From an optimization exercise on the open Yosys and OpenROAD flow, aimed at small area, a short achievable clock period and few clock cycles; shortcuts taken in it are not production practice. Where RTL was checked, it was by simulation tests only, not by an equivalence proof against the original.

==> flow/design.v <==
module montpow32 (
    input  wire        clk,
    input  wire        rst,       
    input  wire        start,     
    input  wire [1:0]  variant,
    input  wire [31:0] n,
    input  wire [31:0] ninv,
    input  wire [31:0] rmodn,
    input  wire [31:0] base,
    input  wire [31:0] exp,
    output wire        ready,
    output reg         done,
    output wire [31:0] result
);
    localparam integer K  = 4;
    localparam integer NC = 32 / K;
    localparam integer CW = (NC > 16) ? 5 : (NC > 8) ? 4 : (NC > 4) ? 3 : (NC > 2) ? 2 : 1;
    localparam [1:0] S_IDLE = 2'd0,
                     S_MUL  = 2'd1,    
                     S_SQ   = 2'd2,    
                     S_FIN  = 2'd3;    
    reg [1:0]    state;
    reg [CW-1:0] cnt;
    reg          pendm;     
    reg          pendc;     
    reg          fin_cp;    
    reg          ready_q;
    reg          fin_mul;   
    reg          first;     
    reg          qany;      
    reg [1:0]  var_q;
    reg [31:0] n_q;
    reg [31:0] res_q;
    reg [31:0] base_q;
    reg [31:0] k_q;
    reg [32:0] s_q;
    reg [32:0] c_q;
    reg           init;      
    reg  [K-1:0]  xd;        
    wire [31:0]   xw   = (state == S_SQ) ? base_q : res_q;
    wire [CW-1:0] cnt1 = cnt + 1'b1;
    wire [K-1:0]  xd_cont = xw[cnt1*K +: K];    
    wire [32:0] ss [0:K];
    wire [32:0] cc [0:K];
    wire [K-1:0] qv;
    wire [K-1:0] qc;    
    assign qc[0] = 1'b0;
    assign ss[0] = init ? 33'd0 : s_q;
    assign cc[0] = init ? 33'd0 : c_q;
    genvar gi;
    generate
        for (gi = 0; gi < K; gi = gi + 1) begin : g_step
            wire [33:0] s0 = {1'b0, ss[gi]};
            wire [33:0] c0 = {1'b0, cc[gi]};
            wire [33:0] a  = xd[gi] ? {2'b00, base_q} : 34'd0;
            wire [33:0] s1 = s0 ^ c0 ^ a;
            wire [33:0] m1 = (s0 & c0) | (s0 & a) | (c0 & a);
            wire [33:0] c1 = {m1[32:0], 1'b0};
            wire        q  = (gi == 0) ? s1[0] : qc[gi];
            if (gi + 1 < K) begin : g_qn
                assign qc[gi+1] = (s1[1] ^ m1[0] ^ (xd[gi+1] & base_q[0])) ^ (q & ~n_q[1]);
            end
            wire [33:0] b  = q ? {2'b00, n_q} : 34'd0;
            wire [33:0] s2 = s1 ^ c1 ^ b;
            wire [33:0] m2 = (s1 & c1) | (s1 & b) | (c1 & b);
            wire [33:0] c2 = {m2[32:0], 1'b0};
            assign qv[gi]    = q;
            assign ss[gi+1]  = s2[33:1];
            assign cc[gi+1]  = c2[33:1];
        end
    endgenerate
    wire [33:0] t  = {1'b0, s_q} + {1'b0, c_q};
    wire        e  = t[33];
    wire [33:0] o  = var_q[1] ? (qany ? 34'd0 : {2'b00, n_q}) : ~{2'b00, n_q};
    wire [33:0] us = {1'b0, s_q} ^ {1'b0, c_q} ^ o;
    wire [33:0] um = ({1'b0, s_q} & {1'b0, c_q}) | ({1'b0, s_q} & o) | ({1'b0, c_q} & o);
    wire [33:0] uc = {um[32:0], ~var_q[1]};
    wire [33:0] u  = us + uc;
    wire        use_u   = var_q[1] | ~(u[33] ^ e);
    wire [31:0] fin_res = use_u ? u[31:0] : t[31:0];
    assign ready  = ready_q;
    assign result = res_q;
    always @(posedge clk) begin
        s_q  <= ss[K];
        c_q  <= cc[K];
        qany <= (init ? 1'b0 : qany) | (|qv);
        init <= 1'b0;
        xd   <= xd_cont;
        if (rst) begin
            state   <= S_IDLE;
            ready_q <= 1'b1;
            done    <= 1'b0;
            pendm   <= 1'b0;
            pendc   <= 1'b0;
            cnt     <= {CW{1'b0}};
        end else begin
            done <= 1'b0;
            case (state)
                S_IDLE: begin
                    var_q  <= variant;
                    n_q    <= n;
                    base_q <= base;
                    res_q  <= rmodn;
                    k_q    <= exp;
                    first  <= 1'b1;
                    pendm  <= 1'b0;
                    pendc  <= 1'b0;
                    cnt    <= {CW{1'b0}};
                    init   <= 1'b1;
                    xd     <= (exp[0] & variant[1]) ? rmodn[K-1:0] : base[K-1:0];
                    if (start) begin
                        if (exp == 32'd0) begin
                            done <= 1'b1;
                        end else begin
                            ready_q <= 1'b0;
                            if (exp[0] & variant[1]) begin
                                state <= S_MUL;
                            end else begin
                                if (exp[0]) begin
                                    first <= 1'b0;
                                    pendc <= 1'b1;
                                end
                                if (exp[31:1] != 31'd0) begin
                                    state <= S_SQ;
                                end else begin
                                    state   <= S_FIN;
                                    fin_mul <= 1'b1;
                                    fin_cp  <= 1'b1;
                                end
                            end
                        end
                    end
                end
                S_MUL: begin
                    cnt <= cnt + 1'b1;
                    if (cnt == NC - 1) begin
                        cnt   <= {CW{1'b0}};
                        first <= 1'b0;
                        if (k_q[31:1] != 31'd0) begin
                            state <= S_SQ;
                            pendm <= 1'b1;
                            init  <= 1'b1;
                            xd    <= base_q[K-1:0];
                        end else begin
                            state   <= S_FIN;
                            fin_mul <= 1'b1;
                            fin_cp  <= 1'b0;
                        end
                    end
                end
                S_SQ: begin
                    if (pendm | pendc)
                        res_q <= pendc ? base_q : fin_res;
                    pendm <= 1'b0;
                    pendc <= 1'b0;
                    cnt <= cnt + 1'b1;
                    if (cnt == NC - 1) begin
                        cnt     <= {CW{1'b0}};
                        state   <= S_FIN;
                        fin_mul <= 1'b0;
                    end
                end
                S_FIN: begin
                    if (fin_mul) begin
                        res_q   <= fin_cp ? base_q : fin_res;
                        done    <= 1'b1;
                        ready_q <= 1'b1;
                        state   <= S_IDLE;
                    end else begin
                        base_q <= fin_res;
                        k_q    <= {1'b0, k_q[31:1]};
                        if (k_q[1] & ~(first & ~var_q[1])) begin
                            state <= S_MUL;
                            init  <= 1'b1;
                            xd    <= res_q[K-1:0];
                        end else begin
                            if (k_q[1]) begin
                                res_q <= fin_res;
                                first <= 1'b0;
                            end
                            if (k_q[31:2] != 30'd0) begin
                                state <= S_SQ;
                                init  <= 1'b1;
                                xd    <= fin_res[K-1:0];
                            end else begin
                                done    <= 1'b1;
                                ready_q <= 1'b1;
                                state   <= S_IDLE;
                            end
                        end
                    end
                end
            endcase
        end
    end
endmodule
clock: 15.0 ns
lec_check: 0
cap_margin: 20
core_margin: 2
core_utilization: 40
slew_margin: 20
standard.sh (not shown) runs the stock make flow with config.mk's settings and CLKGATE_MAP_FILE= SYNTH_SCRIPT=/design/flow/synth_recipe.tcl, a recipe that flattens the netlist after the stock synthesis.
==> flow/flow/run.sh <==
#!/bin/bash
# Standard ORFS layout, with repair_timing aiming for extra setup slack.
set -euo pipefail
MARGIN=$(cat flow/margin.txt)
bash standard.sh SETUP_SLACK_MARGIN=$MARGIN finish > make_finish.log 2>&1
==> flow/flow/margin.txt <==
9
Testbench counts at the start, summed over its fixed seeds: cycles 316,342.
==> next run, changes <==
==> flow/flow/margin.txt (replaced) <==
11
After rerunning:
- design area came out higher by 12%
- worst hold slack stays flat
- clock skew is higher by 0.011 ns
- area after synthesis stays the same
- synthesized cell count does not change

========
Starts from the design.v that is shown in full above.
export LEC_CHECK = 0
export CAP_MARGIN = 20
export CORE_MARGIN = 2
export CORE_UTILIZATION = 60
export PLACE_DENSITY = 0.7
export SLEW_MARGIN = 20
create_clock -name core_clock -period 15.0 [get_ports {clk}]
==> flow/flow/margin.txt <==
10
Scripts as last shown in full above: flow/flow/run.sh
The starting point ran to the end with no violations.
Testbench counts at the start, summed over its fixed seeds: cycles 316,342.
Rerun with:
CORE_UTILIZATION = 40   (was 60)
PLACE_DENSITY = not set   (was 0.7)
Outcome:
- The new run finished with timing, DRC and antenna clean
- worst hold slack stays flat
- sequential share of layout area drops by 1.1 points

========
montpow32, a different RTL version from the one above (not shown whole).
For scale: about 2200 cells after synthesis, ~210 flip-flops, about 200 I/O pins.
// montpow32
module montpow32 (
    input  wire        clk,
    input  wire        rst,       
    input  wire        start,     
    input  wire [1:0]  variant,
    input  wire [31:0] n,
    input  wire [31:0] ninv,
    input  wire [31:0] rmodn,
    input  wire [31:0] base,
    input  wire [31:0] exp,
    output wire        ready,
    output reg         done,
    output wire [31:0] result
);
clock: 15.0 ns
lec_check: 0
cap_margin: 20
core_margin: 2
core_utilization: 40
slew_margin: 20
Scripts as last shown in full above: flow/flow/run.sh, flow/flow/margin.txt
The first run went through all stages and came out clean.
Change:
==> flow/flow/margin.txt (replaced) <==
11
Result:
- The new run finished clean
- register-to-register slack improved by 0.04 ns
- clock skew barely changes
- routed wire length climbs by a few percent
- hold slack is about the same
- area after synthesis is unchanged
- worst setup slack improved by 0.040 ns
- sequential share of layout area drops by 1.0 points
- via count climbs by a few percent
No functional check of the RTL was part of any run of this note.

========
Another version of the RTL of montpow32 (not shown whole).
Size: ~2000 cells after synthesis, about 210 flip-flops, about 200 I/O pins, about 20000 sq um of cells after synthesis.
clock: 15.0 ns
lec_check: 0
cap_margin: 20
core_margin: 2
core_utilization: 60
place_density: 0.7
slew_margin: 20
==> flow/flow/margin.txt <==
10.5
Scripts as last shown in full above: flow/flow/run.sh
Testbench counts at the start, summed over its fixed seeds: cycles 316,342.
Rerun with:
==> flow/flow/margin.txt (replaced) <==
10
--- a/flow/config.mk
+++ b/flow/config.mk
@@ -6,7 +6,7 @@
 export NUM_CORES = 4
 export LEC_CHECK = 0
-export CAP_MARGIN = 20
+export CAP_MARGIN = 0
 export CORE_MARGIN = 2
 export CORE_UTILIZATION = 60
 export PLACE_DENSITY = 0.7
-export SLEW_MARGIN = 20
+export SLEW_MARGIN = 0
After rerunning: Final cell count drops by about 1.6%; via count drops by about 2.3%; non-clock buffer count drops by 42; worst hold slack stays flat.

========
== job 7939 ==
Starting RTL as in the previous note.
// montpow32
module montpow32 (
    input  wire        clk,
    input  wire        rst,       
    input  wire        start,     
    input  wire [1:0]  variant,
    input  wire [31:0] n,
    input  wire [31:0] ninv,
    input  wire [31:0] rmodn,
    input  wire [31:0] base,
    input  wire [31:0] exp,
    output wire        ready,
    output reg         done,
    output wire [31:0] result
);
Settings: LEC_CHECK=0, CAP_MARGIN=20, CORE_MARGIN=2, CORE_UTILIZATION=55, PLACE_DENSITY=0.7, SLEW_MARGIN=20; clock period 15.0 ns.
==> flow/flow/margin.txt <==
10
Scripts as last shown in full above: flow/flow/run.sh
Per the final summary, job 7939 finished and its layout is clean on timing, DRC and antenna.
Testbench counts of job 7939, summed over its fixed seeds: cycles 316,342.
[inputs] job 6753 vs job 7939
-- flow/config.mk --
<<< job 7939, line 8
export CAP_MARGIN = 20
>>> job 6753, line 8
export CAP_MARGIN = 10
<<< job 7939, line 10
export CORE_UTILIZATION = 55
>>> job 6753, line 10
export CORE_UTILIZATION = 60
<<< job 7939, line 12
export SLEW_MARGIN = 20
>>> job 6753, line 12
export SLEW_MARGIN = 10
==> comparison <==
Compared with job 7939, clock buffer count in the final layout in job 6753 decreased by more than 10%. In job 6753 relative to job 7939, tap cell instance count had gone down by a few percent. The lower worst hold slack across all endpoints came out of job 7939. Summary of job 6753 over job 7939: total stage count of the critical path now sits higher; synthesized area stayed essentially flat.
#### Input delta (job 4296 over job 6753)
-- flow/config.mk --
<<< job 6753, line 8
export CAP_MARGIN = 10
>>> job 4296, line 8
export CAP_MARGIN = 20
<<< job 6753, line 10
export CORE_UTILIZATION = 60
export PLACE_DENSITY = 0.7
export SLEW_MARGIN = 10
>>> job 4296, line 10
export CORE_UTILIZATION = 50
export PLACE_DENSITY = 0.6
export SLEW_MARGIN = 20
--- outcome ---
- Row final clock period utilization by the worst path: job 4296 higher / job 6753 lower
- Job 4296 — clock network contribution to total cell area 0.47 points lower, job 6753 as reference
- The total track usage reported for job 4296 is smaller than that of job 6753 by 3.9 points.
What job 1989 does differently from job 4296 at the input level:
-- flow/config.mk --
<<< job 4296, line 10
export CORE_UTILIZATION = 50
export PLACE_DENSITY = 0.6
>>> job 1989, line 10
export CORE_UTILIZATION = 60
export PLACE_DENSITY = 0.75
[summary]
Compared with job 4296, in job 1989 first-iteration DRC count has increased; highest clock frequency the design can meet went up; setup slack after layout moved up.
Post-detailed-route via-to-cell ratio (job 1989 vs. job 4296) increases by a few percent
Die span in x, job 1989 vs job 4296: down by a little under 10%
In the reports for job 4296 and job 1989, the smaller met2 layer usage reported by global route belongs to job 4296.

========
Starting RTL as in the previous note.
==> flow/config.mk <==
export PLATFORM = sky130hd
export DESIGN_NAME = montpow32
export DESIGN_NICKNAME = montpow32
export VERILOG_FILES = /design/flow/design.v
export SDC_FILE = /design/flow/constraint.sdc
export NUM_CORES = 4
export LEC_CHECK = 0
export CAP_MARGIN = 20
export CORE_MARGIN = 2
export CORE_UTILIZATION = 65
export PLACE_DENSITY = 0.7
export SLEW_MARGIN = 20
==> flow/constraint.sdc <==
create_clock -name core_clock -period 15.0 [get_ports {clk}]
set_input_delay 3.0000 -clock core_clock [delete_from_list [all_inputs] [get_ports {clk}]]
set_output_delay 3.0000 -clock core_clock [all_outputs]
set_load 0.01 [all_outputs]
Scripts as last shown in full above: flow/flow/run.sh, flow/flow/margin.txt
Testbench counts at the start, summed over its fixed seeds: cycles 316,342.
Next try:
==> flow/flow/margin.txt (replaced) <==
9
CORE_UTILIZATION = 60   (was 65)
What happened: The new run completed with no timing, DRC or antenna violations. Clock skew grows by 0.013 ns. Non-clock buffer count decreases by 97. Fmax went down by about 10%.

========
Another version of the RTL of montpow32 (not shown whole).
For scale: roughly 2,100 cells after synthesis, ~210 flip-flops, roughly 200 I/O pins, about 0.021 sq mm of cells after synthesis.
export LEC_CHECK = 0
export CAP_MARGIN = 20
export CORE_MARGIN = 2
export CORE_UTILIZATION = 40
export SLEW_MARGIN = 20
create_clock -name core_clock -period 15.0 [get_ports {clk}]
run.sh (not shown) runs the stock make flow with config.mk's settings and CLKGATE_MAP_FILE= SYNTH_SCRIPT=/design/flow/synth_recipe.tcl, a recipe that flattens the netlist after the stock synthesis.
Stock flow here: none of the scripts above is used.
Testbench counts at the start, summed over its fixed seeds: cycles 316,342.
Rerun with:
==> flow/flow/run.sh (new file) <==
#!/bin/bash
# Standard ORFS layout, with repair_timing aiming for extra setup slack.
set -euo pipefail
MARGIN=$(cat flow/margin.txt)
bash standard.sh SETUP_SLACK_MARGIN=$MARGIN finish > make_finish.log 2>&1
==> flow/flow/margin.txt (new file) <==
10
==> flow/standard.sh (new file) <==
#!/bin/bash
# synth_recipe.tcl (not shown) runs the flow's synth.tcl, then flattens the netlist and writes it again
# the make line also repeats each setting of config.mk as NAME=value (left out here)
make -C /OpenROAD-flow-scripts/flow DESIGN_CONFIG=/design/flow/config.mk WORK_HOME=/design/flow/orfs CLKGATE_MAP_FILE= SYNTH_SCRIPT=/design/flow/synth_recipe.tcl "${@:-finish}"
removed: flow/run.sh
After rerunning:
- The new run completed with no timing, DRC or antenna violations
- die area stays the same
- non-clock buffer count rose by 56
- worst setup slack gains 2.9 ns
- first-iteration DRC count rose by 6.0%
- via count rose by 3.3%
- design area rose by about 6%

========
RTL: one of the versions met above, not the one the previous note started from.
For scale: about 200 I/O pins.
Settings: LEC_CHECK=0, CAP_MARGIN=20, CORE_MARGIN=2, CORE_UTILIZATION=60, PLACE_DENSITY=0.7, SLEW_MARGIN=20; clock period 15.0 ns.
standard.sh (not shown) runs the stock make flow with config.mk's settings and CLKGATE_MAP_FILE= SYNTH_SCRIPT=/design/flow/synth_recipe.tcl, a recipe that flattens the netlist after the stock synthesis.
==> flow/flow/run.sh <==
#!/bin/bash
# Standard ORFS layout, with repair_timing aiming for extra setup slack and
# full adders left to ABC instead of the adder cells.
set -euo pipefail
MARGIN=$(cat flow/margin.txt)
bash standard.sh SETUP_SLACK_MARGIN=$MARGIN ADDER_MAP_FILE= finish > make_finish.log 2>&1
==> flow/flow/margin.txt <==
10
Testbench counts at the start, summed over its fixed seeds: cycles 316,342.
Change:
==> flow/flow/run.sh (replaced) <==
#!/bin/bash
# Standard ORFS layout, with repair_timing aiming for extra setup slack.
set -euo pipefail
MARGIN=$(cat flow/margin.txt)
bash standard.sh SETUP_SLACK_MARGIN=$MARGIN finish > make_finish.log 2>&1
--- a/flow/config.mk
+++ b/flow/config.mk
@@ -9,4 +9,4 @@
 export CORE_MARGIN = 2
 export CORE_UTILIZATION = 60
-export PLACE_DENSITY = 0.7
+export PLACE_DENSITY = 0.6
 export SLEW_MARGIN = 20
Effect: The changed run ran to the end with no violations; routed wire length is lower by 4.2%; synthesized area falls by 11%; register-to-register slack got worse by 140 ps; non-clock buffer count rises by 46; design area decreases by 5.2%; critical path depth decreases by 3; fmax went down by 2.6%; cell count goes down by 23%; via count goes down by 20%.
Change:
--- a/flow/config.mk
+++ b/flow/config.mk
@@ -9,4 +9,4 @@
 export CORE_MARGIN = 2
 export CORE_UTILIZATION = 60
-export PLACE_DENSITY = 0.6
+export PLACE_DENSITY = 0.7
 export SLEW_MARGIN = 20
Sequential cell count does not change.
Area after synthesis does not change.
Design area goes down by 2.9%.
Worst setup slack gains 220 ps.
Synthesized cell count does not change.
First-iteration DRC count came out lower by 4.4%.

## static timing again, ports no longer ideal
The results above use ideal ports. As a check the final layouts listed here were re-extracted and re-timed, cells and wires unchanged.
Step 1, drivers: a clkbuf_16 drives clk and a buf_2 each remaining input, both assumed.
Step 2, shift: input delay + t, output delay - t, t = (earliest + latest rising clock arrival at the registers) / 2. This alone moves slack from input paths to output paths.
Slacks: no drivers / after step 1 / after step 2; pairs: no drivers / after step 1.
| run | t (ns) | slack for setup (ns) | cell pins on the clock port's net |
|---|---|---|---|
| the first run of note 1 | 0.634 | 9.289 / 9.289 / 9.289 | 1 |
| the second run of note 1 | 0.636 | 9.610 / 9.610 / 9.610 | 1 |
| the first run of note 2 | 0.616 | 9.600 / 9.600 / 9.496 | 1 |
| the second run of note 2 | 0.656 | 9.721 / 9.721 / 9.514 | 1 |
| the first run of note 3 | 0.645 | 9.724 / 9.724 / 9.549 | 1 |
| the second run of note 3 | 0.657 | 9.764 / 9.764 / 9.764 | 1 |
| the first run of note 4 | 0.617 | 9.742 / 9.742 / 9.742 | 1 |
| the second run of note 4 | 0.617 | 9.899 / 9.899 / 9.584 | 1 |
| job 7939 | 0.607 | 9.882 / 9.882 / 9.538 | 1 |
| job 6753 | 0.617 | 9.899 / 9.899 / 9.584 | 1 |
| job 4296 | 0.621 | 9.813 / 9.813 / 9.533 | 1 |
| job 1989 | 0.605 | 9.851 / 9.851 / 9.531 | 1 |
| the first run of note 6 | 0.607 | 9.824 / 9.824 / 9.475 | 1 |
| the second run of note 6 | 0.602 | 9.236 / 9.236 / 9.188 | 1 |
| the first run of note 7 | 0.637 | 5.160 / 5.160 / 5.160 | 1 |
| the second run of note 7 | 0.632 | 8.096 / 8.096 / 8.096 | 1 |
| the first run of note 8 | 0.631 | 9.816 / 9.816 / 9.538 | 1 |
| the second run of note 8 | 0.608 | 9.677 / 9.677 / 9.545 | 1 |
| the third run of note 8 | 0.617 | 9.899 / 9.899 / 9.584 | 1 |
After both steps every run listed still meets setup and hold. For the first run of note 6, which loses most, drivers alone change the setup slack by 0.000 ns; drivers and shift together by -0.349 ns.
